This is an optimization exercise on Yosys and OpenROAD, whose aim is small area, a short achievable clock period and few clock cycles per item, not a production implementation.
The RTL was checked by simulation tests, not by an equivalence proof against the original design.

==> flow/design.v (outline; a module is shown in full before it is edited, if it fits) <==
// module otsu_threshold: 526 lines
// module otsu_mul_k: 175 lines
// module otsu_mul_hkd: 467 lines
// module otsu_mul_den: 225 lines
// module otsu_mul_sq: 315 lines
// module otsu_mul_x: 616 lines
// module otsu_diff_core: 212 lines
// module otsu_diff: 6 lines
module otsu_threshold (
    input  wire        clk,
    input  wire        rst,         
    input  wire        in_valid,
    output wire        in_ready,
    input  wire [31:0] in_data,
    input  wire        in_last,     
    input  wire [1:0]  in_count,    
    output wire        out_valid,
    input  wire        out_ready,
    output wire [7:0]  out_level
);
  // ...
==> flow/flow/run.sh <==
#!/bin/bash
# The standard layout (standard.sh), with one change: the buffers that
# the flow puts on every input and output port are buf_4 cells rather than
# the flow's default pick (a slow delay buffer). Every port is still buffered.
# The flow's output goes to standard.log in this folder; ORFS's own logs stay
# under orfs/logs.
set -e
export BUFFER_PORTS_ARGS="-buffer_cell sky130_fd_sc_hd__buf_4"
bash standard.sh > standard.log 2>&1
==> flow/standard.sh <==
#!/bin/bash
# synth_recipe.tcl (not shown) runs the flow's synth.tcl, then flattens the netlist and writes it again
# the make line also repeats each setting of config.mk as NAME=value (left out here)
make -C /OpenROAD-flow-scripts/flow DESIGN_CONFIG=/design/flow/config.mk WORK_HOME=/design/flow/orfs CLKGATE_MAP_FILE= SYNTH_SCRIPT=/design/flow/synth_recipe.tcl "${@:-finish}"
==> flow/config.mk <==
export PLATFORM = sky130hd
export DESIGN_NAME = otsu_threshold
export DESIGN_NICKNAME = otsu_threshold
export VERILOG_FILES = /design/flow/design.v
export SDC_FILE = /design/flow/constraint.sdc
export NUM_CORES = 8
export LEC_CHECK = 0
export CAP_MARGIN = 35
export CORE_MARGIN = 2
export CORE_UTILIZATION = 30
export CTS_CLUSTER_DIAMETER = 100
export CTS_CLUSTER_SIZE = 20
export PLACE_DENSITY = 0.45
export SLEW_MARGIN = 35
==> flow/constraint.sdc <==
create_clock -name core_clock -period 45.0 [get_ports {clk}]
set_input_delay 9.0000 -clock core_clock [delete_from_list [all_inputs] [get_ports {clk}]]
set_output_delay 9.0000 -clock core_clock [all_outputs]
set_load 0.01 [all_outputs]
==> impl_metrics.py, run 1 <==
metrics = {
    "detailed_routing": {
        "top_layer_used": "met5",
        "dr_wl_met2_mm": 502,
        "dr.pass1.iters": 10,
        "drtIter0Drc": 21800,
        "dr_total_vias": 209000,
    },
    "finish": {
        "clk_share": 0.0296,
        "n_fill_cell": 89100,
        "seq_area_frac": 0.293,
        "num-nonclk-buffers": 724,
        "multi_input_area_share": 0.574,
    },
    "min_path": {
        "worstHoldPathCells": 0,
        "hold_path_end": "t3[0]",
    },
    "setup_path": {
        "arrival_ns": 1.57,
        "ff2ff_path_depth": 28,
        "path_buf_inv": 1,
        "critPathMaxFanout": 1,
        "startpoint": "olvl[1]",
    },
    "floorplan": {
        "fp.dieW_um": 937,
        "io_pins": 49,
        "die_height_um": 937,
        "dieArea_mm2": 0.878,
    },
    "cts": {
        "insertion_delay_ns": 1.14,
        "h-tree-depth": 5,
        "cts_resized": 0,
        "cts.path.max_buffers": 4,
    },
    "placement": {
        "gp_congestion": 1.01,
        "place_inst": 37900,
        "dp_hpwl_mm": 890,
    },
    "sta": {
        "setup_tns_ns": 0,
        "clock_skew_ns": 0.139,
        "fin_ws_ns": 34.43,
        "setup_viol": 0,
        "fmax_mhz": 94.6,
    },
    "global_route": {
        "grt_pass1_wl_mm": 1610,
        "use_met1": 0.338,
        "grt_pass1_vias": 205000,
    },
    "logic_synthesis": {
        "yosysMostFrequentCell": "dfxtp_1",
        "yosysWarnings": 1,
        "synth_largest_area_cell": "dfxtp_1",
        "synthArstFlopShare": 0,
        "synth_xor_area_frac": 0.0125,
        "yosys.area_share.adder": 0.284,
    },
    "run_status": {
        "status": "complete, no violations",
    },
}
Testbench counts, summed over its fixed seeds: cycles 49,038, images 64.
==> module otsu_threshold, before the edit <==
module otsu_threshold (
    input  wire        clk,
    input  wire        rst,         
    input  wire        in_valid,
    output wire        in_ready,
    input  wire [31:0] in_data,
    input  wire        in_last,     
    input  wire [1:0]  in_count,    
    output wire        out_valid,
    input  wire        out_ready,
    output wire [7:0]  out_level
);
    reg         w_valid;        
    reg  [31:0] w_data;
    reg         w_last;
    reg  [1:0]  w_cnt;
    reg         rdy;
    reg         rst_r;
    reg         scan;           
    reg         busy;           
    reg         ov;             
    reg  [7:0]  olvl;
    reg         fbusy;          
    assign in_ready  = rdy_o;
    assign out_valid = ov_o;
    assign out_level = olvl;
    wire        start_ok = ~busy & ~ov;
    wire        consume  = w_valid & ~scan & (~w_last | start_ok);
    wire        accept   = in_valid & rdy;
    wire        fin_last = consume & w_last;       
    wire [3:0]  lv;
    assign lv[0] = consume;
    assign lv[1] = consume & (~w_last | (w_cnt >= 2'd1));
    assign lv[2] = consume & (~w_last | (w_cnt >= 2'd2));
    assign lv[3] = consume & (~w_last | (w_cnt == 2'd3));
    wire [7:0]  px0 = w_data[7:0];
    wire [7:0]  px1 = w_data[15:8];
    wire [7:0]  px2 = w_data[23:16];
    wire [7:0]  px3 = w_data[31:24];
    reg  [15:0] hi0, hi1, hi2, hi3, lo0, lo1, lo2, lo3;
    integer k;
    integer j;
    always @(*) begin
        for (k = 0; k < 16; k = k + 1) begin
            hi0[k] = lv[0] & (px0[7:4] == k[3:0]);
            hi1[k] = lv[1] & (px1[7:4] == k[3:0]);
            hi2[k] = lv[2] & (px2[7:4] == k[3:0]);
            hi3[k] = lv[3] & (px3[7:4] == k[3:0]);
            lo0[k] = (px0[3:0] == k[3:0]);
            lo1[k] = (px1[3:0] == k[3:0]);
            lo2[k] = (px2[3:0] == k[3:0]);
            lo3[k] = (px3[3:0] == k[3:0]);
        end
    end
    wire [2:0]  npix = {2'd0, lv[0]} + {2'd0, lv[1]} + {2'd0, lv[2]} + {2'd0, lv[3]};
    wire [9:0]  psum = (lv[0] ? {2'd0, px0} : 10'd0) + (lv[1] ? {2'd0, px1} : 10'd0) +
                       (lv[2] ? {2'd0, px2} : 10'd0) + (lv[3] ? {2'd0, px3} : 10'd0);
    reg  [11:0] np;             
    reg  [19:0] sum;
    reg  [11:0] nps;            
    reg  [19:0] sums;
    wire [255:0]    nz;
    wire [256*11-1:0] binv;
    wire [255:0]    sel;
    wire [255:0]    cout;           
    wire [255:0]    bigv;
    reg  [15:0]     big_hi, big_lo;    
    reg  [15:0]     cout_hi_r, cout_lo_r;  
    wire [15:0]     eff_hi = big_hi | cout_hi_r;
    wire [15:0]     eff_lo = big_lo | cout_lo_r;
    wire            rd_en;
    genvar gi;
    generate
        for (gi = 0; gi < 256; gi = gi + 1) begin : g_bin
            reg  [10:0] q;
            wire [3:0]  m = {hi3[gi >> 4] & lo3[gi & 15], hi2[gi >> 4] & lo2[gi & 15],
                             hi1[gi >> 4] & lo1[gi & 15], hi0[gi >> 4] & lo0[gi & 15]};
            wire        s0a = q[0] ^ m[0] ^ m[1];
            wire        c0a = (q[0] & m[0]) | (q[0] & m[1]) | (m[0] & m[1]);
            wire        s0b = s0a ^ m[2] ^ m[3];
            wire        c0b = (s0a & m[2]) | (s0a & m[3]) | (m[2] & m[3]);
            wire        s1  = q[1] ^ c0a ^ c0b;
            wire        c1  = (q[1] & c0a) | (q[1] & c0b) | (c0a & c0b);
            wire [11:2] cy;
            wire [10:2] sh;
            assign cy[2] = c1;
            genvar gb;
            for (gb = 2; gb < 11; gb = gb + 1) begin : g_ha
                assign sh[gb]   = q[gb] ^ cy[gb];
                assign cy[gb+1] = q[gb] & cy[gb];
            end
            assign cout[gi] = cy[11];
            always @(posedge clk) begin
                if (rst_r | (rd_en & sel[gi]))
                    q <= 11'd0;
                else
                    q <= {sh, s1, s0b};
            end
            assign bigv[gi] = eff_hi[gi >> 4] & eff_lo[gi & 15];
            assign nz[gi] = (|q) | bigv[gi];
            assign binv[gi*11 +: 11] = q;
        end
    endgenerate
    wire [15:0] cout_hi, cout_lo;
    generate
        for (gi = 0; gi < 16; gi = gi + 1) begin : g_cout
            assign cout_hi[gi] = |cout[gi*16 +: 16];
            assign cout_lo[gi] = |{cout[240+gi], cout[224+gi], cout[208+gi], cout[192+gi],
                                   cout[176+gi], cout[160+gi], cout[144+gi], cout[128+gi],
                                   cout[112+gi], cout[96+gi],  cout[80+gi],  cout[64+gi],
                                   cout[48+gi],  cout[32+gi],  cout[16+gi],  cout[gi]};
        end
    endgenerate
    wire        cout_any = |cout;
    wire [15:0] gnz;
    wire [15:0] gpre;
    wire [15:0] gsel;
    wire [15:0] gmore;             
    wire [255:0] lpre;
    wire [255:0] lsel;
    reg  [16*11-1:0] gval;
    reg  [16*4-1:0]  gidx;
    reg  [15:0] gbig;
    generate
        for (gi = 0; gi < 16; gi = gi + 1) begin : g_grp
            assign gnz[gi] = |nz[gi*16 +: 16];
            if (gi == 0) begin : g0
                assign gpre[gi] = 1'b0;
            end else begin : gn
                assign gpre[gi] = |gnz[gi-1:0];
            end
            assign gsel[gi] = gnz[gi] & ~gpre[gi];
            assign gmore[gi] = |(nz[gi*16 +: 16] & lpre[gi*16 +: 16]);
        end
        for (gi = 0; gi < 256; gi = gi + 1) begin : g_sel
            if ((gi & 15) == 0) begin : l0
                assign lpre[gi] = 1'b0;
            end else begin : ln
                assign lpre[gi] = |nz[gi-1 : gi & ~15];
            end
            assign lsel[gi] = nz[gi] & ~lpre[gi];
            assign sel[gi]  = lsel[gi] & gsel[gi >> 4];
        end
    endgenerate
    reg  [10:0] gv;
    reg  [3:0]  gx;
    reg         gb;
    integer jj;
    always @(*) begin
        for (j = 0; j < 16; j = j + 1) begin
            gv = 11'd0;
            gx = 4'd0;
            gb = 1'b0;
            for (jj = 0; jj < 16; jj = jj + 1) begin
                gv = gv | ({11{lsel[j*16+jj]}} & binv[(j*16+jj)*11 +: 11]);
                gx = gx | ({4{lsel[j*16+jj]}} & jj[3:0]);
                gb = gb | (lsel[j*16+jj] & eff_lo[jj]);
            end
            gval[j*11 +: 11] = gv;
            gidx[j*4 +: 4]   = gx;
            gbig[j]          = gb & eff_hi[j];
        end
    end
    wire        any = |gnz;
    wire        any_rest = (|(gnz & gpre)) | (|(gsel & gmore));    
    reg  [10:0] rd_l;
    reg  [7:0]  rd_t;
    reg         rd_big;
    always @(*) begin
        rd_l   = 11'd0;
        rd_t   = 8'd0;
        rd_big = 1'b0;
        for (j = 0; j < 16; j = j + 1) begin
            rd_l   = rd_l | ({11{gsel[j]}} & gval[j*11 +: 11]);
            rd_t   = rd_t | ({8{gsel[j]}} & {j[3:0], gidx[j*4 +: 4]});
            rd_big = rd_big | (gsel[j] & gbig[j]);
        end
    end
    wire [11:0] rd_h = {rd_big, rd_l};
    reg         kv;
    reg  [11:0] kh;
    reg  [7:0]  kt;
    reg         v1;
    reg  [11:0] h1;
    reg  [7:0]  t1;
    reg         v2, c2;
    reg  [11:0] h2;
    reg  [20:0] k2;             
    reg  [7:0]  t2;
    reg  [11:0] wb;             
    reg  [11:0] wf;             
    reg  [30:0] dacc;           
    reg         v3, c3, z3;
    reg  [7:0]  t3;
    reg  [29:0] d3;             
    reg  [4:0]  m3;             
    reg  [21:0] den3;           
    reg         v4, c4, z4;
    reg  [29:0] a4;
    reg  [4:0]  m4;
    reg  [21:0] b4;
    reg  [4:0]  n4;
    reg  [21:0] q4;             
    reg         st4;            
    reg         tog;
    reg         v5, c5, z5, mg5, st5;
    reg  [29:0] a5;
    reg  [4:0]  m5;
    reg  [21:0] b5;
    reg  [4:0]  n5;
    reg  [21:0] q5;
    reg  [7:0]  lv5;            
    reg  [35:0] d0, d1;         
    reg         ehi5, elo5;
    reg  [2:0]  esh5;
    reg  [1:0]  ks5;            
    reg  [1:0]  bz;             
    reg  [29:0] ba0, ba1;
    reg  [4:0]  bm0, bm1;
    reg  [21:0] bb0, bb1;
    reg  [4:0]  bn0, bn1;
    reg  [21:0] bq0, bq1;
    reg  [7:0]  lvl0, lvl1;
    wire        adv;
    assign      rd_en = scan & ~fbusy & ~kv;
    wire        rd_v  = rd_en & any;
    wire [11:0] wbn   = wb + h1;
    wire        lastb = (wbn == nps);
    wire [20:0] kk;
    otsu_mul_k u_k (.a(nps), .b(t1), .s(sums), .p(kk));
    wire [30:0] dn;
    otsu_mul_hkd u_hkd (.h(h2), .k(k2), .d(dacc), .p(dn));
    wire [21:0] den;
    otsu_mul_den u_den (.a(wb), .b(wf), .p(den));
    wire [29:0] absd = dn[30] ? (~dn[29:0] + 30'd1) : dn[29:0];
    reg  [4:0]  msb_d;
    reg  [4:0]  msb_n;
    always @(*) begin
        msb_d = 5'd0;
        for (j = 0; j < 30; j = j + 1)
            if (absd[j]) msb_d = j[4:0];
        msb_n = 5'd0;
        for (j = 0; j < 22; j = j + 1)
            if (den3[j]) msb_n = j[4:0];
    end
    wire [29:0] a_norm = d3 << (5'd29 - m3);
    wire [21:0] b_norm = den3 << (5'd21 - msb_n);
    wire [29:0] sqp;
    otsu_mul_sq u_sq (.a(a_norm[29:8]), .p(sqp));
    reg         mgp;            
    reg         hsel;           
    wire        mg_now = mgp;
    wire        s4     = mg_now ? ~hsel : st4;          
    wire        cz     = mg_now ? bz[hsel] : z4;
    wire [29:0] ca     = mg_now ? (hsel ? ba1 : ba0) : a4;
    wire [4:0]  cm     = mg_now ? (hsel ? bm1 : bm0) : m4;
    wire [21:0] cb     = mg_now ? (hsel ? bb1 : bb0) : b4;
    wire [4:0]  cn     = mg_now ? (hsel ? bn1 : bn0) : n4;
    wire [21:0] cq     = mg_now ? (hsel ? bq1 : bq0) : q4;
    wire [7:0]  cl     = mg_now ? (hsel ? lvl1 : lvl0) : (t3 - 8'd1);
    wire [4:0]  sbm    = s4 ? bm1 : bm0;
    wire [21:0] sbb    = s4 ? bb1 : bb0;
    wire [4:0]  sbn    = s4 ? bn1 : bn0;
    wire [21:0] sbq    = s4 ? bq1 : bq0;
    wire [7:0]  ee = {2'b00, cm, 1'b0} - {2'b00, sbm, 1'b0} + {3'b000, sbn} - {3'b000, cn};
    wire [27:0] x0, x1, y0, y1;
    otsu_mul_x u_x (.a(cq), .b(sbb), .r0(x0), .r1(x1));
    otsu_mul_x u_y (.a(sbq), .b(cb), .r0(y0), .r1(y1));
    wire        e_hi = (ee >= 8'd4) & (ee < 8'd128);            
    wire        e_lo = (ee >= 8'd128) & (ee <= 8'd252);         
    wire [2:0]  esh  = ee[2:0] + 3'd3;                          
    wire [35:0] dd0, dd1;
    otsu_diff u_df (.x0(x0), .x1(x1), .y0(y0), .y1(y1), .sh(esh), .d0(dd0), .d1(dd1));
    wire [9:0]  uu   = ({5'd0, sbq[21:18]} + 10'd1) * ({5'd0, cb[21:18]} + 10'd1);
    wire [1:0]  ks   = uu[8] ? 2'd3 : uu[7] ? 2'd2 : uu[6] ? 2'd1 : 2'd0;
    wire [35:0] df   = d0 + d1;
    wire        gt_m = ~df[35] & (ks5 == 2'd3 ? (|df[34:14]) : ks5 == 2'd2 ? (|df[34:13]) :
                                  ks5 == 2'd1 ? (|df[34:12]) : (|df[34:11]));
    wire        lt_m =  df[35] & (ks5 == 2'd3 ? ~(&df[34:14]) : ks5 == 2'd2 ? ~(&df[34:13]) :
                                  ks5 == 2'd1 ? ~(&df[34:12]) : ~(&df[34:11]));
    wire        gt   = ehi5 | (~elo5 & gt_m);
    wire        lt   = elo5 | (~ehi5 & lt_m);
    wire        bzs  = bz[st5];
    wire [29:0] ba   = st5 ? ba1 : ba0;
    wire [21:0] bb   = st5 ? bb1 : bb0;
    wire [7:0]  lvs  = st5 ? lvl1 : lvl0;
    wire        dec      = v5 & ~fbusy;
    wire        cand     = dec & c5;
    wire        acc_fast = bzs | (~z5 & gt);
    wire        unsure   = ~bzs & ~z5 & ~gt & ~lt;
    wire        fdone    = (fph == 3'd7);
    wire        facc_ok  = ~facc[69];
    wire        fin_img  = mg5 & ((cand & ~unsure) | fdone);
    wire        fin_acc  = fdone ? facc_ok : acc_fast;
    wire [7:0]  fin_lvl  = fin_acc ? lv5 : lvs;
    assign      adv      = ~(fbusy & ~fdone) & ~(cand & unsure);
    reg  [2:0]  fph;            
    reg  [4:0]  fcnt;
    reg  [69:0] ft;
    reg  [69:0] facc;
    wire [29:0] fa = a5;
    wire [21:0] fb = b5;
    wire [2:0]  fe = esh5 - 3'd3;   
    wire        fe_neg = fe[2];
    wire [1:0]  fe_mag = fe_neg ? (~fe[1:0] + 2'd1) : fe[1:0];
    wire [69:0] ft2    = {ft[68:0], 1'b0};
    reg         rdy_o, ov_o;
    wire        rdy_n = ~(accept | (w_valid & ~consume)) |
                        (~(fin_last | (scan & ~(rd_en & ~any_rest))) & ~(accept ? in_last : w_last));
    wire        ov_n  = fin_img | (ov & ~out_ready);
    always @(posedge clk) begin
        rst_r <= rst;
        rdy   <= rst | rst_r | rdy_n;
        rdy_o <= ~rst & (rst_r | rdy_n);
        ov    <= rst | (~rst_r & ov_n);
        ov_o  <= ~rst & ~rst_r & ov_n;
        if (~rst & ~rst_r & fin_img)
            olvl <= fin_lvl;
    end
    always @(posedge clk) begin
        if (rst_r) begin
            w_valid <= 1'b0;
            w_last  <= 1'b0;
            scan    <= 1'b0;
            busy    <= 1'b0;
            fbusy   <= 1'b0;
            kv      <= 1'b0;
            big_hi  <= 16'd0;
            big_lo  <= 16'd0;
            cout_hi_r <= 16'd0;
            cout_lo_r <= 16'd0;
            np      <= 12'd0;
            sum     <= 20'd0;
            v1 <= 1'b0; v2 <= 1'b0; v3 <= 1'b0; v4 <= 1'b0; v5 <= 1'b0;
            wb      <= 12'd0;
            dacc    <= 31'd0;
            bz      <= 2'b11;
            lvl0    <= 8'd0;
            lvl1    <= 8'd0;
            tog     <= 1'b0;
            mgp     <= 1'b0;
            fph     <= 3'd0;
        end else begin
            if (accept) begin
                w_data <= in_data;
                w_last <= in_last;
                w_cnt  <= in_count;
            end
            w_valid <= accept | (w_valid & ~consume);
            cout_hi_r <= cout_hi;
            cout_lo_r <= cout_lo;
            if (rd_en & rd_big) begin
                big_hi <= 16'd0;
                big_lo <= 16'd0;
            end else if (|cout_hi_r) begin
                big_hi <= cout_hi_r;
                big_lo <= cout_lo_r;
            end
            if (fin_last) begin
                np   <= 12'd0;
                sum  <= 20'd0;
                nps  <= np + {9'd0, npix};
                sums <= sum + {10'd0, psum};
                scan <= 1'b1;
                busy <= 1'b1;
            end else if (consume) begin
                np   <= np + {9'd0, npix};
                sum  <= sum + {10'd0, psum};
            end
            if (rd_en & ~any_rest)
                scan <= 1'b0;
            if (adv) begin
                v1 <= kv | rd_v;
                h1 <= kv ? kh : rd_h;
                t1 <= kv ? kt : rd_t;
                kv <= 1'b0;
                v2 <= v1;
                c2 <= v1 & ~lastb;
                h2 <= h1;
                k2 <= kk;
                t2 <= t1;
                if (v1) begin
                    wb <= lastb ? 12'd0 : wbn;
                    wf <= nps - wbn;
                end
                v3 <= v2;
                c3 <= c2;
                t3 <= t2;
                z3 <= (absd == 30'd0);
                d3 <= absd;
                m3 <= msb_d;
                den3 <= den;
                if (v2)
                    dacc <= c2 ? dn : 31'd0;
                v4 <= v3;
                c4 <= c3;
                if (v3 & c3) begin
                    st4 <= tog;
                    tog <= ~tog;
                end
                z4 <= z3;
                a4 <= a_norm;
                m4 <= m3;
                b4 <= b_norm;
                n4 <= msb_n;
                q4 <= sqp[29:8];
                v5   <= v4 | mg_now;
                c5   <= c4 | mg_now;
                mg5  <= mg_now;
                st5  <= s4;
                z5   <= cz;
                a5   <= ca;
                m5   <= cm;
                b5   <= cb;
                n5   <= cn;
                q5   <= cq;
                lv5  <= cl;
                d0   <= dd0;
                d1   <= dd1;
                ehi5 <= e_hi;
                elo5 <= e_lo;
                esh5 <= esh;
                ks5  <= ks;
            end else if (rd_v) begin
                kv <= 1'b1;
                kh <= rd_h;
                kt <= rd_t;
            end
            if (cand & ~unsure & acc_fast) begin
                bz[st5] <= z5;
                if (st5) begin
                    ba1 <= a5; bm1 <= m5; bb1 <= b5; bn1 <= n5; bq1 <= q5; lvl1 <= lv5;
                end else begin
                    ba0 <= a5; bm0 <= m5; bb0 <= b5; bn0 <= n5; bq0 <= q5; lvl0 <= lv5;
                end
            end
            hsel <= (lvl1 > lvl0);
            mgp  <= v5 & ~c5 & ~mg5 & ~fbusy;
            if (cand & unsure) begin
                fbusy <= 1'b1;
                fph   <= 3'd1;
            end
            if (fin_img) begin
                busy <= 1'b0;
                bz   <= 2'b11;
                lvl0 <= 8'd0;
                lvl1 <= 8'd0;
                tog  <= 1'b0;
            end
            case (fph)
                3'd0: begin
                    fcnt <= 5'd21;
                    ft   <= 70'd0;
                    facc <= 70'd0;
                end
                3'd1: begin                   
                    ft <= ft2 + (fb[fcnt] ? {40'd0, ba} : 70'd0);
                    if (fcnt == 5'd0) begin
                        fph  <= 3'd2;
                        fcnt <= 5'd0;
                    end else
                        fcnt <= fcnt - 5'd1;
                end
                3'd2: begin                   
                    if (fe_neg && (fcnt[1:0] != fe_mag)) begin
                        ft   <= ft2;
                        fcnt <= fcnt + 5'd1;
                    end else begin
                        fph  <= 3'd3;
                        fcnt <= 5'd0;
                    end
                end
                3'd3: begin                   
                    if (ba[fcnt])
                        facc <= facc - ft;
                    ft <= ft2;
                    if (fcnt == 5'd29) begin
                        fph  <= 3'd4;
                        fcnt <= 5'd21;
                        ft   <= 70'd0;
                    end else
                        fcnt <= fcnt + 5'd1;
                end
                3'd4: begin                   
                    ft <= ft2 + (bb[fcnt] ? {40'd0, fa} : 70'd0);
                    if (fcnt == 5'd0) begin
                        fph  <= 3'd5;
                        fcnt <= 5'd0;
                    end else
                        fcnt <= fcnt - 5'd1;
                end
                3'd5: begin                   
                    if (~fe_neg && (fcnt[1:0] != fe_mag)) begin
                        ft   <= ft2;
                        fcnt <= fcnt + 5'd1;
                    end else begin
                        fph  <= 3'd6;
                        fcnt <= 5'd0;
                    end
                end
                3'd6: begin                   
                    if (fa[fcnt])
                        facc <= facc + ft;
                    ft <= ft2;
                    if (fcnt == 5'd29)
                        fph <= 3'd7;
                    else
                        fcnt <= fcnt + 5'd1;
                end
                3'd7: begin                   
                    if (facc_ok & ~mg5) begin
                        bz[st5] <= 1'b0;
                        if (st5) begin
                            ba1 <= a5; bm1 <= m5; bb1 <= b5; bn1 <= n5; bq1 <= q5; lvl1 <= lv5;
                        end else begin
                            ba0 <= a5; bm0 <= m5; bb0 <= b5; bn0 <= n5; bq0 <= q5; lvl0 <= lv5;
                        end
                    end
                    fbusy <= 1'b0;
                    fph   <= 3'd0;
                end
                default: ;
            endcase
        end
    end
endmodule
==> run 2, diff against run 1 <==
--- a/flow/design.v
+++ b/flow/design.v
@@ -289,21 +289,21 @@
     wire        acc_fast = bzs | (~z5 & gt);
     wire        unsure   = ~bzs & ~z5 & ~gt & ~lt;
     wire        fdone    = (fph == 3'd7);
-    wire        facc_ok  = ~facc[69];
+    wire        facc_ok  = ~facc[71];
     wire        fin_img  = mg5 & ((cand & ~unsure) | fdone);
     wire        fin_acc  = fdone ? facc_ok : acc_fast;
     wire [7:0]  fin_lvl  = fin_acc ? lv5 : lvs;
     assign      adv      = ~(fbusy & ~fdone) & ~(cand & unsure);
     reg  [2:0]  fph;            
     reg  [4:0]  fcnt;
-    reg  [69:0] ft;
-    reg  [69:0] facc;
+    reg  [71:0] ft;
+    wire [71:0] facc = {d1, d0};
     wire [29:0] fa = a5;
     wire [21:0] fb = b5;
     wire [2:0]  fe = esh5 - 3'd3;   
     wire        fe_neg = fe[2];
     wire [1:0]  fe_mag = fe_neg ? (~fe[1:0] + 2'd1) : fe[1:0];
-    wire [69:0] ft2    = {ft[68:0], 1'b0};
+    wire [71:0] ft2    = {ft[70:0], 1'b0};
     reg         rdy_o, ov_o;
     wire        rdy_n = ~(accept | (w_valid & ~consume)) |
                         (~(fin_last | (scan & ~(rd_en & ~any_rest))) & ~(accept ? in_last : w_last));
@@ -450,11 +450,11 @@
             case (fph)
                 3'd0: begin
                     fcnt <= 5'd21;
-                    ft   <= 70'd0;
-                    facc <= 70'd0;
+                    ft   <= 72'd0;
                 end
                 3'd1: begin                   
-                    ft <= ft2 + (fb[fcnt] ? {40'd0, ba} : 70'd0);
+                    {d1, d0} <= 72'd0;
+                    ft <= ft2 + (fb[fcnt] ? {42'd0, ba} : 72'd0);
                     if (fcnt == 5'd0) begin
                         fph  <= 3'd2;
                         fcnt <= 5'd0;
@@ -472,17 +472,17 @@
                 end
                 3'd3: begin                   
                     if (ba[fcnt])
-                        facc <= facc - ft;
+                        {d1, d0} <= facc - ft;
                     ft <= ft2;
                     if (fcnt == 5'd29) begin
                         fph  <= 3'd4;
                         fcnt <= 5'd21;
-                        ft   <= 70'd0;
+                        ft   <= 72'd0;
                     end else
                         fcnt <= fcnt + 5'd1;
                 end
                 3'd4: begin                   
-                    ft <= ft2 + (bb[fcnt] ? {40'd0, fa} : 70'd0);
+                    ft <= ft2 + (bb[fcnt] ? {42'd0, fa} : 72'd0);
                     if (fcnt == 5'd0) begin
                         fph  <= 3'd5;
                         fcnt <= 5'd0;
@@ -500,7 +500,7 @@
                 end
                 3'd6: begin                   
                     if (fa[fcnt])
-                        facc <= facc + ft;
+                        {d1, d0} <= facc + ft;
                     ft <= ft2;
                     if (fcnt == 5'd29)
                         fph <= 3'd7;
--- a/flow/config.mk
+++ b/flow/config.mk
@@ -10,5 +10,6 @@
 export CORE_UTILIZATION = 30
 export CTS_CLUSTER_DIAMETER = 100
 export CTS_CLUSTER_SIZE = 20
+export GPL_TIMING_DRIVEN = 0
 export PLACE_DENSITY = 0.45
 export SLEW_MARGIN = 35
==> impl_metrics.py, run 2 <==
metrics = {
    "setup_path": {
        "crit_path_top_delay_cell": "fa_1",
        "required_ns": 45.77,
        "worst_setup_path_start_kind": "flop",
        "critPathMaxFanout": 10,
        "endpoint_kind": "flop",
        "crit_type": "flop to flop",
        "arrival_ns": 12.47,
        "timing.critical_path.mode_cell": "fa_1",
        "max_stage_delay_ns": 0.90,
    },
    "global_route": {
        "top_usage_layer": "met2",
        "grt_use_met3": 0.0684,
        "grt_pass1_wl_mm": 1840,
        "globalRouteMet2Util": 0.450,
        "grtUsageTotal": 0.295,
        "grt_max_degree": 27,
        "use_met1": 0.376,
        "grt-ovfl-total": 0,
        "antenna_found_initial": 198,
        "grt_pass1_vias": 222000,
    },
    "placement": {
        "gp_congestion": 1.00,
        "port-buffer-count": 48,
        "dp_hpwl_mm": 1120,
    },
    "cts": {
        "cts_resized": 0,
        "root_buffer": "clkbuf_16",
        "clkSinkCount": 3737,
        "cts_buffers": 264,
        "insertion_delay_ns": 1.12,
        "h-tree-depth": 5,
        "cts.clk_slew.worst_paths_ns": 0.09,
        "cts_tree": "yes",
        "postCtsHoldBufs": 0,
        "cts.path.max_buffers": 4,
        "cts_setup_buffers": 0,
    },
    "sta": {
        "setup_tns_ns": 0,
        "timing.hold.ws_ns": 0.427,
        "tightest_slew_ns": 1.23,
        "slew_headroom": 0.175,
        "clock_skew_ns": 0.199,
        "fmax_mhz": 85.5,
        "rsz0062_at_grt": "no",
        "min_period_ns": 11.70,
        "setup_viol": 0,
        "final_max_slew_viol_count": 0,
        "hold_viol_final": 0,
        "post-route-period-util": 0.260,
    },
    "finish": {
        "fin_nets": 33500,
        "syn_to_final_growth_pct": 12.9,
        "final_cell_mix": "dfxtp_1 (2,994), ha_1 (2,798), and2_1 (2,783)",
        "n_fill_cell": 91200,
        "drive_above_1_share": 0.0693,
        "top_regs": "g_bin.q: 2816 flops, ft: 72 flops",
        "regMostFlops": "g_bin.q",
        "final_common_cell": "dfxtp_1",
        "largest_register_ffs": 2816,
    },
    "floorplan": {
        "fp.dieW_um": 943,
        "io_pins": 49,
        "fp-row-count": 345,
        "dieArea_mm2": 0.889,
        "die_height_um": 943,
        "start_util": 0.300,
        "coreArea_mm2": 0.881,
    },
    "detailed_routing": {
        "drtIter0Drc": 25000,
        "dr_total_vias": 228000,
        "postRouteWirelength_mm": 1360,
        "postRouteAntennaNets": 0,
        "wire_per_inst_um": 33.4,
        "via_per_inst": 5.61,
        "dr.pass1.iters": 11,
        "drcViolationCount": 0,
    },
    "logic_synthesis": {
        "synth_edf_count": 743,
        "yosys_register_bits": 3737,
        "avgSynthCellArea_um2": 9.49,
        "synthArstFlopShare": 0,
        "yosysWarnings": 1,
        "synth_common_cells": "dfxtp_1 (2,994), ha_1 (2,798), and2_1 (2,783), inv_1 (2,621), nor2_1 (2,280)",
        "synth_largest_area_cell": "dfxtp_1",
        "ys_seq_area_frac": 0.311,
        "ys_types": 100,
        "synth_nets": 32700,
        "synth_cells": 27900,
        "dominantRegCellSynth": "dfxtp_1",
        "netlist.area_leader.share": 0.227,
        "ys_top_cells_by_area": "dfxtp_1 (23%), fa_1 (15%), ha_1 (13%)",
        "netlist_area_mm2": 0.265,
        "yosysMostFrequentCell": "dfxtp_1",
    },
    "flow_run": {
        "timing.max_cap.violations": 0,
    },
    "min_path": {
        "hp-class": "flop to flop",
    },
    "run_status": {
        "status": "complete, no violations",
    },
}
-- run 2: cell types whose count changed after synthesis, sizes merged, moves of 84 or more --
cell	previous run	this run
a21oi	1263	1404
clkbuf	1118	1205
inv	2469	2626
nand2	1694	1795
nor2	2199	2283
o21ai	546	638
o22ai	43	146
-- run 2: kinds of logic (layout without fill, tap and decap cells) --
group	after synthesis	count (layout)	synth area share
and+or+nand+nor	9842	9842	0.191
AOI/OAI and AO/OA	4654	4654	0.121
xor gates and xnor gates	256	256	0.00847
DFF	3737	3737	0.311
muxes	630	630	0.0283
buffers and inverters	3935	4875	0.0559
other	0	181	0
adders and majority gates	4812	4812	0.284
-- run 2: routing by layer --
metal	routed length, um	share of wire
met4	99100	0.073
met5	919	0.00068
met2	589000	0.43
met3	115000	0.085
met1	552000	0.41
-- run 2: area by class of cell --
type	instances	area (um2)	share of cell area
buffer	1305	5500	0.0184
clock buffer	313	7000	0.0234
sequential	3737	82200	0.275
antenna	181	453	0.00152
timing repair buffer	516	7860	0.0263
tap	11600	14500	0.0487
multi-input combinational	20200	170000	0.568
inverter	2630	9870	0.0331
clock inverter	111	1450	0.00484
-- run 2: critical path: cells and delay by family (launching register included) --
family	cells	cell delay, ns
adders and majority gates	10	5.31
buffers and inverters	9	2.61
muxes	4	2.21
AOI/OAI and AO/OA	4	0.62
DFF	1	0.36
and+or+nand+nor	2	0.25
-- run 2: through the flow --
stage | setup slack (ns) | utilization | cell area [um2] | cells
floorplan | 27.10 | - | 265000 | 27900
global placement | 15.32 | 0.317 | 279000 | 39500
detailed placement | 33.29 | 0.329 | 290000 | 40000
CTS | 33.24 | 0.338 | 298000 | 40400
global route | 32.94 | 0.339 | 298000 | 40500
finish | 33.30 | 0.339 | 299000 | 40600
-- run 2: worst paths after layout --
| kind | startpoint | slack [ns] | depth (start not counted) | endpoint |
|---|---|---|---|---|
| hold reg to reg | t2[0] | 0.43 | 0 | t3[0] |
| hold / removal | t2[0] | 0.43 | 0 | t3[0] |
| setup reg to reg | mgp | 33.30 | 29 | d0[13] |
| setup / recovery | mgp | 33.30 | 29 | d0[13] |
Testbench counts of run 2, summed over its fixed seeds: cycles 49,038, images 64.
==> run 3, diff against run 2 <==
--- a/flow/config.mk
+++ b/flow/config.mk
@@ -10,6 +10,5 @@
 export CORE_UTILIZATION = 30
 export CTS_CLUSTER_DIAMETER = 100
 export CTS_CLUSTER_SIZE = 20
-export GPL_TIMING_DRIVEN = 0
 export PLACE_DENSITY = 0.45
 export SLEW_MARGIN = 35
==> impl_metrics.py, run 3 <==
metrics = {
    "global_route": {
        "antenna_found_initial": 150,
        "grt_pass1_wl_mm": 1710,
        "grtUsageTotal": 0.270,
        "grt_pass1_vias": 215000,
        "grt_max_degree": 141,
        "grt-ovfl-total": 0,
    },
    "cts": {
        "cts_buffers": 274,
        "h-tree-depth": 5,
        "cts_tree": "yes",
        "cts.clk_slew.worst_paths_ns": 0.08,
        "clkSinkCount": 3737,
        "postCtsHoldBufs": 0,
        "root_buffer": "clkbuf_16",
        "cts.path.max_buffers": 4,
        "cts_setup_buffers": 0,
        "insertion_delay_ns": 1.11,
        "cts_resized": 0,
    },
    "detailed_routing": {
        "drcViolationCount": 0,
        "drtIter0Drc": 22000,
        "postRouteWirelength_mm": 1240,
        "wire_per_inst_um": 31.2,
        "via_per_inst": 5.52,
        "dr.pass1.iters": 11,
        "dr_total_vias": 219000,
        "postRouteAntennaNets": 0,
    },
    "setup_path": {
        "path_cells": "buf_4",
        "reg2reg_slack_ns": 35.52,
        "r2r-end": "d0[16]",
        "crit_path_top_delay_cell": "edfxtp_1",
        "endpoint_kind": "output port",
        "startpoint": "olvl[7]",
        "critPathMaxFanout": 1,
        "rr_startpoint": "mgp",
        "max_stage_delay_ns": 0.39,
        "crit_type": "flop to output port",
        "path_buf_inv": 1,
        "cp_top_family": "flip-flops",
        "cp.depth": 1,
        "arrival_ns": 1.57,
        "worst_setup_path_start_kind": "flop",
        "required_ns": 36.00,
        "crit_end": "out_level[7]",
        "ff2ff_path_depth": 28,
    },
    "sta": {
        "min_period_ns": 10.57,
        "tightest_slew_ns": 1.12,
        "fmax_mhz": 94.6,
        "slew_headroom": 0.249,
        "hold_viol_final": 0,
        "clock_skew_ns": 0.139,
        "rsz0062_at_grt": "no",
        "fin_ws_ns": 34.43,
        "final_max_slew_viol_count": 0,
        "setup_tns_ns": 0,
        "post-route-period-util": 0.235,
        "setup_viol": 0,
    },
    "logic_synthesis": {
        "synthArstFlopShare": 0,
        "synth_edf_count": 743,
        "ys_top_cells_by_area": "dfxtp_1 (23%), fa_1 (15%), ha_1 (13%)",
        "synth_nets": 32700,
        "synth_largest_area_cell": "dfxtp_1",
        "ys_seq_area_frac": 0.311,
        "avgSynthCellArea_um2": 9.49,
        "yosys_register_bits": 3737,
        "netlist.area_leader.share": 0.227,
        "yosysWarnings": 1,
        "synth_common_cells": "dfxtp_1 (2,994), ha_1 (2,798), and2_1 (2,783), inv_1 (2,621), nor2_1 (2,280)",
        "ys_types": 100,
        "dominantRegCellSynth": "dfxtp_1",
        "synth_cells": 27900,
        "yosysMostFrequentCell": "dfxtp_1",
        "netlist_area_mm2": 0.265,
    },
    "finish": {
        "final_common_cell": "dfxtp_1",
        "regMostFlops": "g_bin.q",
        "final_cell_mix": "dfxtp_1 (2,992), ha_1 (2,795), and2_1 (2,783)",
        "final_cell_area_mm2": 0.293,
        "top_regs": "g_bin.q: 2816 flops, ft: 72 flops",
        "postLayoutCoreUtil": 0.332,
        "largest_register_ffs": 2816,
        "fin_nets": 32500,
        "syn_to_final_growth_pct": 10.6,
        "drive_above_1_share": 0.0748,
    },
    "flow_run": {
        "timing.max_cap.violations": 0,
    },
    "floorplan": {
        "dieArea_mm2": 0.889,
        "start_util": 0.300,
        "coreArea_mm2": 0.881,
        "fp-row-count": 345,
        "fp.dieW_um": 943,
        "die_height_um": 943,
        "io_pins": 49,
    },
    "placement": {
        "gp_congestion": 1.01,
        "dp_hpwl_mm": 956,
        "preCtsSetupSlack_ns": 33.92,
        "port-buffer-count": 48,
        "dpl-instance-area_mm2": 0.283,
    },
    "min_path": {
        "hp-class": "flop to flop",
    },
    "run_status": {
        "status": "complete, no violations",
    },
}
run 3: cell families (layout without fill, tap and decap cells):
kind of cell | after synthesis | count (layout) | synth area share
compound gates | 4654 | 4654 | 0.121
xor+xnor | 256 | 256 | 0.00847
fa+ha+maj | 4812 | 4812 | 0.284
buf+inv | 3935 | 3878 | 0.0559
flops | 3737 | 3737 | 0.311
mux | 630 | 630 | 0.0283
other cells | 0 | 194 | 0
simple gates | 9842 | 9842 | 0.191
run 3: worst min path at each step:
stage          cells after the start  endpoint  slack [ns]  start
2_1_floorplan                      0     t3[0]        0.40  t2[0]
5_1_grt                            0     t3[0]        0.43  t2[0]
6_report                           0     t3[3]        0.42  t2[3]
4_1_cts                            0     t3[1]        0.42  t2[1]
3_3_place_gp                       0     t3[7]        0.41  t2[7]
3_5_place_dp                       0     t3[1]        0.40  t2[1]
run 3: worst register-to-register path: cells and delay by family, from the launching register on:
kind,cells,cell delay [ns]
buf+inv,8,1.93
fa+ha+maj,10,4.87
flops,1,0.53
simple gates,2,0.39
compound gates,5,0.71
mux,3,0.73
run 3: cell type report:
cell class                 count  area (um2)
fill                       91000      588000
multi-input combinational  20200      170000
sequential                  3737       82300
tap                        11600       14500
inverter                    2630        9880
clock buffer                 323        7380
timing repair buffer         798        6430
clock inverter               127        1580
antenna                      194         485
run 3: layer usage:
layer  wire length (um)  vias to the layer above  global-route usage
met5                224                        -                   0
met4              99000                       36               0.185
met3              85200                     2431              0.0457
met2             554000                     9174               0.426
met1             499000                   111000               0.337
li1                   -                    96200                   -
run 3: through the flow:
stage / hold slack [ns] / instances
floorplan: 0.400 / 27900
global placement: 0.405 / 38900
detailed placement: 0.405 / 39000
CTS: 0.424 / 39400
global route: 0.434 / 39500
finish: 0.418 / 39600
==> run 4, diff against run 3 <==
--- a/flow/design.v
+++ b/flow/design.v
@@ -297,7 +297,7 @@
     reg  [2:0]  fph;            
     reg  [4:0]  fcnt;
     reg  [71:0] ft;
-    wire [71:0] facc = {d1, d0};
+    reg  [71:0] facc;
     wire [29:0] fa = a5;
     wire [21:0] fb = b5;
     wire [2:0]  fe = esh5 - 3'd3;   
@@ -451,9 +451,9 @@
                 3'd0: begin
                     fcnt <= 5'd21;
                     ft   <= 72'd0;
+                    facc <= 72'd0;
                 end
                 3'd1: begin                   
-                    {d1, d0} <= 72'd0;
                     ft <= ft2 + (fb[fcnt] ? {42'd0, ba} : 72'd0);
                     if (fcnt == 5'd0) begin
                         fph  <= 3'd2;
@@ -472,7 +472,7 @@
                 end
                 3'd3: begin                   
                     if (ba[fcnt])
-                        {d1, d0} <= facc - ft;
+                        facc <= facc - ft;
                     ft <= ft2;
                     if (fcnt == 5'd29) begin
                         fph  <= 3'd4;
@@ -500,7 +500,7 @@
                 end
                 3'd6: begin                   
                     if (fa[fcnt])
-                        {d1, d0} <= facc + ft;
+                        facc <= facc + ft;
                     ft <= ft2;
                     if (fcnt == 5'd29)
                         fph <= 3'd7;
==> impl_metrics.py, run 4 <==
metrics = {
    "floorplan": {
        "fp.dieW_um": 938,
        "fp-row-count": 343,
        "die_height_um": 938,
        "dieArea_mm2": 0.881,
        "coreArea_mm2": 0.871,
        "io_pins": 49,
        "start_util": 0.301,
    },
    "placement": {
        "port-buffer-count": 48,
        "preCtsSetupSlack_ns": 34.46,
        "dp_hpwl_mm": 891,
        "gp_congestion": 1.04,
    },
    "cts": {
        "cts_buffers": 244,
        "cts.clk_slew.worst_paths_ns": 0.08,
        "cts_tree": "yes",
        "insertion_delay_ns": 1.17,
        "root_buffer": "clkbuf_16",
        "cts_setup_buffers": 0,
        "clkSinkCount": 3807,
        "cts.path.max_buffers": 4,
        "postCtsHoldBufs": 0,
        "cts_resized": 0,
        "h-tree-depth": 4,
    },
    "sta": {
        "fin_ws_ns": 34.07,
        "rsz0062_at_grt": "no",
        "post-route-period-util": 0.243,
        "final_max_slew_viol_count": 0,
        "slew_headroom": 0.221,
        "hold_viol_final": 0,
        "min_period_ns": 10.93,
        "clock_skew_ns": 0.181,
        "fmax_mhz": 91.5,
        "setup_tns_ns": 0,
        "setup_viol": 0,
        "tightest_slew_ns": 1.15,
    },
    "finish": {
        "top_regs": "g_bin.q: 2816 flops, facc: 72 flops, ft: 72 flops",
        "final_common_cell": "dfxtp_1",
        "final_cell_mix": "dfxtp_1 (2,992), and2_1 (2,764), ha_1 (2,724)",
        "largest_register_ffs": 2816,
        "drive_above_1_share": 0.0712,
        "postLayoutCoreUtil": 0.331,
        "fin_nets": 31500,
        "regMostFlops": "g_bin.q",
        "syn_to_final_growth_pct": 10.0,
    },
    "logic_synthesis": {
        "ys_top_cells_by_area": "dfxtp_1 (23%), fa_1 (15%), ha_1 (13%)",
        "dominantRegCellSynth": "dfxtp_1",
        "netlist.area_leader.share": 0.229,
        "netlist_area_mm2": 0.262,
        "synth-simple-area-share": 0.189,
        "ys_types": 106,
        "synth_cells": 27000,
        "synth_edf_count": 813,
        "yosys.area_share.adder": 0.283,
        "synth_top_family_by_area": "adder cells",
        "synth_xor_area_frac": 0.0120,
        "yosysWarnings": 1,
        "synth_compound_area_frac": 0.109,
        "synth_common_cells": "dfxtp_1 (2,994), and2_1 (2,764), ha_1 (2,727), inv_1 (2,474), nor2_1 (2,222)",
        "ys_seq_area_frac": 0.322,
        "synthArstFlopShare": 0,
        "synth_largest_area_cell": "dfxtp_1",
        "synth_nets": 31800,
        "yosysMostFrequentCell": "dfxtp_1",
        "yosys_register_bits": 3807,
        "synthMuxAreaShare": 0.0298,
        "avgSynthCellArea_um2": 9.70,
    },
    "setup_path": {
        "worst_setup_path_start_kind": "flop",
        "arrival_ns": 1.93,
        "critPathMaxFanout": 2,
        "ff2ff_path_depth": 17,
        "path_cells": "buf_4",
        "cp_top_family": "flip-flops",
        "reg2reg_slack_ns": 35.31,
        "crit_path_top_delay_cell": "dfxtp_1",
        "rr_startpoint": "big_lo[11]",
        "required_ns": 36.00,
        "endpoint_kind": "output port",
        "r2r-end": "h1[7]",
        "crit_type": "flop to output port",
        "max_stage_delay_ns": 0.63,
        "path_buf_inv": 1,
    },
    "run_status": {
        "so_faults": "antenna violations",
        "status": "failed layout checks",
    },
    "flow_run": {
        "timing.max_cap.violations": 0,
    },
    "min_path": {
        "hp-class": "flop to flop",
        "hold_path_end": "t3[6]",
        "hold_start": "t2[6]",
        "worstHoldPathCells": 0,
    },
    "global_route": {
        "antenna_found_initial": 168,
        "grt-ovfl-total": 0,
        "grt_pass1_wl_mm": 1620,
        "grt_pass1_vias": 207000,
        "grt_max_degree": 100,
        "grtUsageTotal": 0.256,
    },
    "detailed_routing": {
        "via_per_inst": 5.54,
        "wire_per_inst_um": 30.2,
        "drtIter0Drc": 23800,
        "drcViolationCount": 0,
        "dr_total_vias": 214000,
        "postRouteWirelength_mm": 1170,
        "postRouteAntennaNets": 2,
        "dr.pass1.iters": 13,
    },
}
-- run 4: cell count changes in the layout (fill, tap and decap cells not counted), sizes merged, moves of 45 or more --
| cell | delta |
|---|---|
| o211ai | -66 |
| ha | -71 |
| buf | -79 |
| inv | -176 |
| a22o | +53 |
| a21oi | -150 |
| o21bai | -64 |
| xnor2 | +61 |
| a211oi | -45 |
| o22ai | -103 |
| nand2 | -127 |
| nor2 | -52 |
| edfxtp | +70 |
-- run 4: per-stage QoR --
| stage | hold WS [ns] | cells | instance area (um2) |
|---|---|---|---|
| final | 0.427 | 38600 | 288000 |
| after global routing | 0.430 | 38400 | 288000 |
| after CTS | 0.429 | 38400 | 287000 |
| after global placement | 0.405 | 38000 | 279000 |
| after floorplan | 0.400 | 27000 | 262000 |
| after detailed placement | 0.408 | 38000 | 280000 |
-- run 4: logic make-up after synthesis --
| group | count (synthesis) |
|---|---|
| and+or+nand+nor | 9569 |
| DFF | 3807 |
| muxes | 640 |
| adders and majority gates | 4744 |
| AOI/OAI and AO/OA | 4146 |
| buffers and inverters | 3743 |
| xor gates and xnor gates | 357 |
-- run 4: how the worst max path moves through the flow --
stage | start | end | slack (ns) | depth (start not counted)
finish | rdy_o | in_ready | 34.07 | 1
global route | rdy_o | in_ready | 33.97 | 1
CTS | rdy_o | in_ready | 33.82 | 1
detailed placement | in_valid | w_data[6] | 34.46 | 4
global placement | in_valid | w_data[7] | 34.50 | 4
floorplan | d0[12] | a4[0] | 24.55 | 14
-- run 4: cell type report --
class / instances / area [um2]
fill: 89800 / 583000
multi-input combinational: 19500 / 166000
sequential: 3807 / 84400
tap: 11600 / 14500
inverter: 2479 / 9310
clock buffer: 300 / 6520
timing repair buffer: 719 / 5710
clock inverter: 88 / 1190
antenna: 226 / 566
-- run 4: per-layer routing --
layer	vias to the layer above	share of wire	track usage
li1	92800	-	-
met1	108000	0.41	0.331
met2	10500	0.44	0.394
met3	2468	0.090	0.0599
met4	34	0.061	0.143
met5	-	0.00020	0
Testbench counts of run 4, summed over its fixed seeds: cycles 49,038, images 64.
==> run 5, diff against run 4 <==
==> flow/flow/run.sh (replaced) <==
#!/bin/bash
# The standard layout (standard.sh) with two changes to how the layout is
# made: the buffers that the flow puts on every input and output port are
# buf_4 cells rather than the flow's default pick (a slow delay buffer), and
# the repair of antenna violations after detailed routing may run up to 20
# rounds instead of 5. Every port is still buffered; constraints are the standard flow's.
# The flow's output goes to standard.log in this folder; ORFS's own logs stay
# under orfs/logs.
set -e
export BUFFER_PORTS_ARGS="-buffer_cell sky130_fd_sc_hd__buf_4"
export MAX_REPAIR_ANTENNAS_ITER_DRT=20
bash standard.sh > standard.log 2>&1
==> impl_metrics.py, run 5 <==
metrics = {
    "detailed_routing": {
        "wire_per_inst_um": 30.2,
        "postRouteAntennaNets": 0,
        "dr_total_vias": 214000,
        "drtIter0Drc": 23800,
        "via_per_inst": 5.55,
        "drcViolationCount": 0,
        "postRouteWirelength_mm": 1170,
        "dr.pass1.iters": 13,
    },
    "logic_synthesis": {
        "synth_common_cells": "dfxtp_1 (2,994), and2_1 (2,764), ha_1 (2,727), inv_1 (2,474), nor2_1 (2,222)",
        "ys_top_cells_by_area": "dfxtp_1 (23%), fa_1 (15%), ha_1 (13%)",
        "avgSynthCellArea_um2": 9.70,
        "ys_seq_area_frac": 0.322,
        "dominantRegCellSynth": "dfxtp_1",
        "synth_xor_area_frac": 0.0120,
        "netlist.area_leader.share": 0.229,
        "netlist_area_mm2": 0.262,
        "synth-simple-area-share": 0.189,
        "synthMuxAreaShare": 0.0298,
        "synthArstFlopShare": 0,
        "synth_edf_count": 813,
        "synth_compound_area_frac": 0.109,
        "yosys.area_share.adder": 0.283,
        "yosysWarnings": 1,
        "yosys_register_bits": 3807,
        "yosysMostFrequentCell": "dfxtp_1",
        "ys_types": 106,
        "synth_largest_area_cell": "dfxtp_1",
        "synth_cells": 27000,
        "synth_nets": 31800,
        "synth_top_family_by_area": "adder cells",
    },
    "min_path": {
        "hold_path_end": "t3[6]",
        "hp-class": "flop to flop",
        "hold_start": "t2[6]",
        "worstHoldPathCells": 0,
    },
    "flow_run": {
        "timing.max_cap.violations": 0,
    },
    "finish": {
        "regMostFlops": "g_bin.q",
        "final_cell_area_mm2": 0.288,
        "n_fill_cell": 89800,
        "top_regs": "g_bin.q: 2816 flops, facc: 72 flops, ft: 72 flops",
        "final_cell_mix": "dfxtp_1 (2,992), and2_1 (2,764), ha_1 (2,724)",
        "largest_register_ffs": 2816,
        "drive_above_1_share": 0.0712,
        "syn_to_final_growth_pct": 10.0,
        "final_common_cell": "dfxtp_1",
        "fin_nets": 31500,
    },
    "setup_path": {
        "arrival_ns": 1.93,
        "reg2reg_slack_ns": 35.31,
        "crit_path_top_delay_cell": "dfxtp_1",
        "cp.depth": 1,
        "ff2ff_path_depth": 17,
        "path_cells": "buf_4",
        "rr_startpoint": "big_lo[11]",
        "r2r-end": "h1[7]",
        "worst_setup_path_start_kind": "flop",
        "max_stage_delay_ns": 0.63,
        "cp_top_family": "flip-flops",
        "path_buf_inv": 1,
        "crit_type": "flop to output port",
        "endpoint_kind": "output port",
        "critPathMaxFanout": 2,
        "required_ns": 36.00,
    },
    "floorplan": {
        "io_pins": 49,
        "die_height_um": 938,
        "coreArea_mm2": 0.871,
        "fp.dieW_um": 938,
        "fp-row-count": 343,
        "start_util": 0.301,
        "dieArea_mm2": 0.881,
    },
    "placement": {
        "dpl-instance-area_mm2": 0.280,
        "gp_congestion": 1.04,
        "dp_hpwl_mm": 891,
        "port-buffer-count": 48,
    },
    "sta": {
        "clock_skew_ns": 0.181,
        "tightest_slew_ns": 1.15,
        "fmax_mhz": 91.5,
        "setup_tns_ns": 0,
        "rsz0062_at_grt": "no",
        "setup_viol": 0,
        "post-route-period-util": 0.243,
        "hold_viol_final": 0,
        "min_period_ns": 10.93,
        "final_max_slew_viol_count": 0,
        "slew_headroom": 0.221,
    },
    "cts": {
        "cts_resized": 0,
        "cts_buffers": 244,
        "insertion_delay_ns": 1.17,
        "cts.path.max_buffers": 4,
        "clkSinkCount": 3807,
        "root_buffer": "clkbuf_16",
        "postCtsHoldBufs": 0,
        "cts_tree": "yes",
        "cts.clk_slew.worst_paths_ns": 0.08,
        "cts_setup_buffers": 0,
        "h-tree-depth": 4,
    },
    "global_route": {
        "grt_max_degree": 100,
        "antenna_found_initial": 168,
        "grt_pass1_vias": 207000,
        "grt_pass1_wl_mm": 1620,
        "globalRouteMet2Util": 0.394,
        "grtUsageTotal": 0.256,
        "grt-ovfl-total": 0,
        "top_usage_layer": "met2",
        "grt_use_met3": 0.0599,
        "use_met1": 0.331,
    },
    "run_status": {
        "status": "complete, no violations",
    },
}
run 5: cell counts after synthesis:
Identical to the previous run, type by type.
run 5: stage by stage:
stage          hold WS [ns]  worst slack [ns]   util  instances
2_1_floorplan         0.400             24.55      -      27000
3_3_place_gp          0.405             34.50  0.320      38000
3_5_place_dp          0.408             34.46  0.321      38000
4_1_cts               0.429             33.82  0.330      38400
5_1_grt               0.430             33.97  0.330      38400
6_report              0.427             34.07  0.331      38600
run 5: logic make-up after synthesis:
kind of cell,after synthesis
AO/OA/AOI/OAI,4146
XOR/XNOR,357
adder cells (fa/ha/maj),4744
buffers and inverters,3743
flip-flops,3807
multiplexers,640
AND/OR/NAND/NOR,9569
run 5: worst max path at each step:
stage / from / to / slack (ns)
2_1_floorplan: d0[12] / a4[0] / 24.55
3_3_place_gp: in_valid / w_data[7] / 34.50
3_5_place_dp: in_valid / w_data[6] / 34.46
4_1_cts: rdy_o / in_ready / 33.82
5_1_grt: rdy_o / in_ready / 33.97
6_report: rdy_o / in_ready / 34.07
run 5: area by class of cell:
class / instances / area (um2) / area share
antenna: 228 / 571 / 0.00198
clock buffer: 300 / 6520 / 0.0226
clock inverter: 88 / 1190 / 0.00415
inverter: 2479 / 9310 / 0.0323
multi-input combinational: 19500 / 166000 / 0.576
sequential: 3807 / 84400 / 0.293
tap: 11600 / 14500 / 0.0502
timing repair buffer: 719 / 5710 / 0.0198
run 5: per-layer routing:
layer  routed length [um]  up-vias
met5                  386        -
met4                70600       36
met3               105000     2483
met2               515000    10500
met1               478000   108000
li1                     -    92800

-- afterwards: timing with drivers on the ports --
No port has a modelled driver above. Below, the same layouts with a new extraction and two added sets of constraints. Step 1: set_driving_cell puts a clkbuf_16 on clk and a buf_2 on each other input, an assumption about the parent block. Step 2 also shifts input and output timing later by t, the mid clock arrival at the registers, as if the neighbouring blocks saw the same clock. Three values: no drivers, after step 1, after step 2; two values: the first two.
run	shift t [ns]	setup WS [ns]	clock arrival spread, ns	worst slew at a driven data input, ns	cell pins on the clock port's net
run 1	1.199	34.433 / 34.292 / 33.923	0.161 / 0.161	0.04	1
run 2	1.168	33.300 / 33.300 / 33.300	0.199 / 0.199	0.19	1
run 3	1.180	34.425 / 34.280 / 33.954	0.141 / 0.141	0.04	1
run 4	1.224	34.066 / 33.926 / 34.203	0.180 / 0.181	0.25	1
run 5	1.224	34.066 / 33.926 / 34.200	0.180 / 0.181	0.25	1
For run 1, which loses most, drivers alone change the setup slack by -0.141 ns; drivers and shift together by -0.510 ns.
